Background: an optimization exercise with open tools, aiming at small area, a short achievable clock period and few clock cycles per item. Do not read the settings as production practice.
Only simulation tests tie the RTL to the original design; equivalence was not proved.
Power is estimated from default activity; no workload was simulated.

==> flow/design.v (excerpt) <==
module cbv_encoder (
    input  wire        clk,
    input  wire        rst,
    input  wire        cfg_we,
    input  wire [3:0]  cfg_idx,
    input  wire [63:0] cfg_value,
    input  wire [15:0] cfg_len,
    input  wire [1:0]  cfg_kind,
    input  wire        start,
    input  wire [31:0] total_bits,
    input  wire [4:0]  alpha_n,
    output reg         src_re,
    output wire [10:0] src_addr,
    input  wire [31:0] src_rdata,
    output wire        busy,
    output reg         done,
    output reg         sym_valid,
    output reg  [3:0]  sym,
    output wire        err,
    output wire [7:0]  err_code,
    output wire [31:0] err_info,
    output wire [31:0] nsym,
    output wire [31:0] total_rank,
    output wire [32:0] stream_bits,
    input  wire [3:0]  usage_sel,
    output wire [31:0] usage_q
);
Size: about 12000 cells after synthesis, roughly 1900 flip-flops, roughly 120000 um2 of cells after synthesis.
==> flow/config.mk <==
export PLATFORM = sky130hd
export DESIGN_NAME = cbv_encoder
export DESIGN_NICKNAME = cbv_encoder
export VERILOG_FILES = /design/flow/design.v
export SDC_FILE = /design/flow/constraint.sdc
export NUM_CORES = 8
export LEC_CHECK = 0
export CAP_MARGIN = 30
export CORE_MARGIN = 2
export CORE_UTILIZATION = 45
export CTS_CLUSTER_DIAMETER = 100
export CTS_CLUSTER_SIZE = 20
export SETUP_SLACK_MARGIN = 5
export SLEW_MARGIN = 40
==> flow/constraint.sdc <==
create_clock -name core_clock -period 12.0 [get_ports {clk}]
set_input_delay 2.4000 -clock core_clock [delete_from_list [all_inputs] [get_ports {clk}]]
set_output_delay 2.4000 -clock core_clock [all_outputs]
set_load 0.01 [all_outputs]
run.sh (not shown) runs the stock make flow with config.mk's settings and CLKGATE_MAP_FILE= SYNTH_SCRIPT=/design/flow/synth_recipe.tcl, a recipe that flattens the netlist after the stock synthesis.
The first run ran to the end with no violations.
Testbench counts at the start, summed over its fixed seeds: cycles 44,331, bits 332,171.
Then changed:
--- a/flow/config.mk
+++ b/flow/config.mk
@@ -8,7 +8,8 @@
 export CAP_MARGIN = 30
 export CORE_MARGIN = 2
-export CORE_UTILIZATION = 45
+export CORE_UTILIZATION = 40
 export CTS_CLUSTER_DIAMETER = 100
 export CTS_CLUSTER_SIZE = 20
+export PLACE_DENSITY = 0.7
 export SETUP_SLACK_MARGIN = 5
-export SLEW_MARGIN = 40
+export SLEW_MARGIN = 50
- maximum frequency goes up by 0.53%
- combinational power hardly moves
- total power increases by 3.0%
- setup slack improves by 0.040 ns
- count of clock-buffer cells in the layout rose by 10
Then changed:
--- a/flow/config.mk
+++ b/flow/config.mk
@@ -8,8 +8,7 @@
 export CAP_MARGIN = 30
 export CORE_MARGIN = 2
-export CORE_UTILIZATION = 40
+export CORE_UTILIZATION = 35
 export CTS_CLUSTER_DIAMETER = 100
 export CTS_CLUSTER_SIZE = 20
-export PLACE_DENSITY = 0.7
 export SETUP_SLACK_MARGIN = 5
-export SLEW_MARGIN = 50
+export SLEW_MARGIN = 40
Effect: Design area is about the same. Final cell count came out higher by about 3.5%. Clock power came out lower by about 3%. Total power came out lower by 1.5%. Die area came out higher by about 14%. Via count came out lower by 1.6%. Utilization came out lower by 6.2 points.

Setup of run 4:
Another version of the RTL of cbv_encoder (not shown whole).
Size: roughly 12000 cells after synthesis, roughly 350 I/O pins, roughly 0.12 mm² of cells after synthesis.
## cbv_encoder
module cbv_encoder (
    input  wire        clk,
    input  wire        rst,
    input  wire        cfg_we,
    input  wire [3:0]  cfg_idx,
    input  wire [63:0] cfg_value,
    input  wire [15:0] cfg_len,
    input  wire [1:0]  cfg_kind,
    input  wire        start,
    input  wire [31:0] total_bits,
    input  wire [4:0]  alpha_n,
    output reg         src_re,
    output wire [10:0] src_addr,
    input  wire [31:0] src_rdata,
    output wire        busy,
    output reg         done,
    output reg         sym_valid,
    output reg  [3:0]  sym,
    output wire        err,
    output wire [7:0]  err_code,
    output wire [31:0] err_info,
    output wire [31:0] nsym,
    output wire [31:0] total_rank,
    output wire [32:0] stream_bits,
    input  wire [3:0]  usage_sel,
    output wire [31:0] usage_q
);
Settings: LEC_CHECK=0, CAP_MARGIN=30, CORE_MARGIN=2, CORE_UTILIZATION=50, SETUP_SLACK_MARGIN=5, SLEW_MARGIN=20; clock period 12.0 ns.
Having completed the whole flow, run 4 delivered a layout that passed the timing, design-rule and antenna checks.
Testbench counts of run 4, summed over its fixed seeds: cycles 44,794, bits 332,171.
Setup changes, run 4 to run 3
# run 4
export LEC_CHECK = 0
export CAP_MARGIN = 30
export CORE_MARGIN = 2
export CORE_UTILIZATION = 50
export SETUP_SLACK_MARGIN = 5
export SLEW_MARGIN = 20
create_clock -name core_clock -period 12.0 [get_ports {clk}]
# run 3
export LEC_CHECK = 0
export CAP_MARGIN = 30
export CORE_MARGIN = 2
export CORE_UTILIZATION = 40
export SETUP_SLACK_MARGIN = 5
export SLEW_MARGIN = 70
create_clock -name core_clock -period 12.0 [get_ports {clk}]
### Flow results
- Final core area utilization in run 3 is 8.4 points below run 4.
- Run 3 vs run 4: CTS buffer count up by a little under 10%
- Run 3 against run 4; count of fill cells added during filler insertion is up by more than a quarter.
- Comparing final worst slack for run 3 and run 4, the smaller number came from run 4.
- In the flow results for run 3 and run 4, the clock group share of total power is larger on run 3.
- | maximum frequency | higher: run 3 |
- Compared with run 4, run 3 shows wire length per cell after detailed routing that has gone down slightly.

Setup of v6:
Starting RTL as in the previous note.
export LEC_CHECK = 0
export CAP_MARGIN = 30
export CORE_MARGIN = 2
export CORE_UTILIZATION = 30
export SETUP_SLACK_MARGIN = 5
export SLEW_MARGIN = 50
create_clock -name core_clock -period 12.0 [get_ports {clk}]
v6 went all the way through synthesis, placement and routing and the layout is clean on timing, DRC and antenna.
Testbench counts of v6, summed over its fixed seeds: cycles 44,794, bits 332,171.
Input changes introduced in v7 (baseline for comparison: v6):
Settings: CORE_UTILIZATION: 30 -> 50.
Results
v6 closes out successfully: all stages finished, all timing, DRC and antenna checks passed. v7: no failed stages, no open violations at the end. v7 — post-route met1 wirelength 8.2% lower, v6 as reference. v7 vs v6: total routing usage reported by global routing up in v7. Going from v6 to v7, count of clock-buffer cells in the layout shrank by a few percent. Compared with v6, area of the core in v7 decreased by more than a quarter. v7 vs v6: TritonCTS buffer count down in v7. v7 against v6: data arrival time of the critical path -0.05 ns, initial core utilization +20 points, area share of buffers outside the clock network +0.49 points, worst hold slack +0.021 ns, share of total power in the clock network -1.6 points. v7: design area lower than v6.

[separate check: timing with driven ports]
No port has a modelled driver above. Below, the same layouts with a new extraction and two added sets of constraints. Step 1 (the two cells are an assumption about what drives the block):
set clk [get_ports {clk}]
set_driving_cell -lib_cell sky130_fd_sc_hd__clkbuf_16 $clk
set_driving_cell -lib_cell sky130_fd_sc_hd__buf_2 [delete_from_list [all_inputs] $clk]
Step 2 also shifts input and output timing later by t, the mid clock arrival at the registers, as if the neighbouring blocks saw the same clock. Slacks: no drivers / after step 1 / after step 2; pairs: no drivers / after step 1.
run	shift t [ns]	setup WS [ns]	worst hold slack (ns)	worst slew at a driven data input, ns	pins driven straight from the clock port
the first run of note 1	0.988	4.379 / 4.379 / 4.379	0.415 / 0.415 / 0.415	0.05	1
the second run of note 1	1.092	4.420 / 4.420 / 4.420	0.409 / 0.409 / 0.409	0.17	1
the third run of note 1	1.063	4.572 / 4.572 / 4.572	0.418 / 0.418 / 0.418	0.15	1
run 4	1.014	4.448 / 4.448 / 4.188	0.419 / 0.419 / 0.419	0.09	1
run 3	1.048	4.782 / 4.782 / 4.782	0.413 / 0.413 / 0.413	0.13	1
v6	1.078	4.709 / 4.709 / 4.709	0.392 / 0.392 / 0.392	0.16	1
v7	1.016	4.706 / 4.706 / 4.706	0.413 / 0.413 / 0.413	0.09	1
After both steps every run listed still meets setup and hold. The setup slack of run 4, which loses most, moves by 0.000 ns with the drivers and by -0.260 ns with both steps.
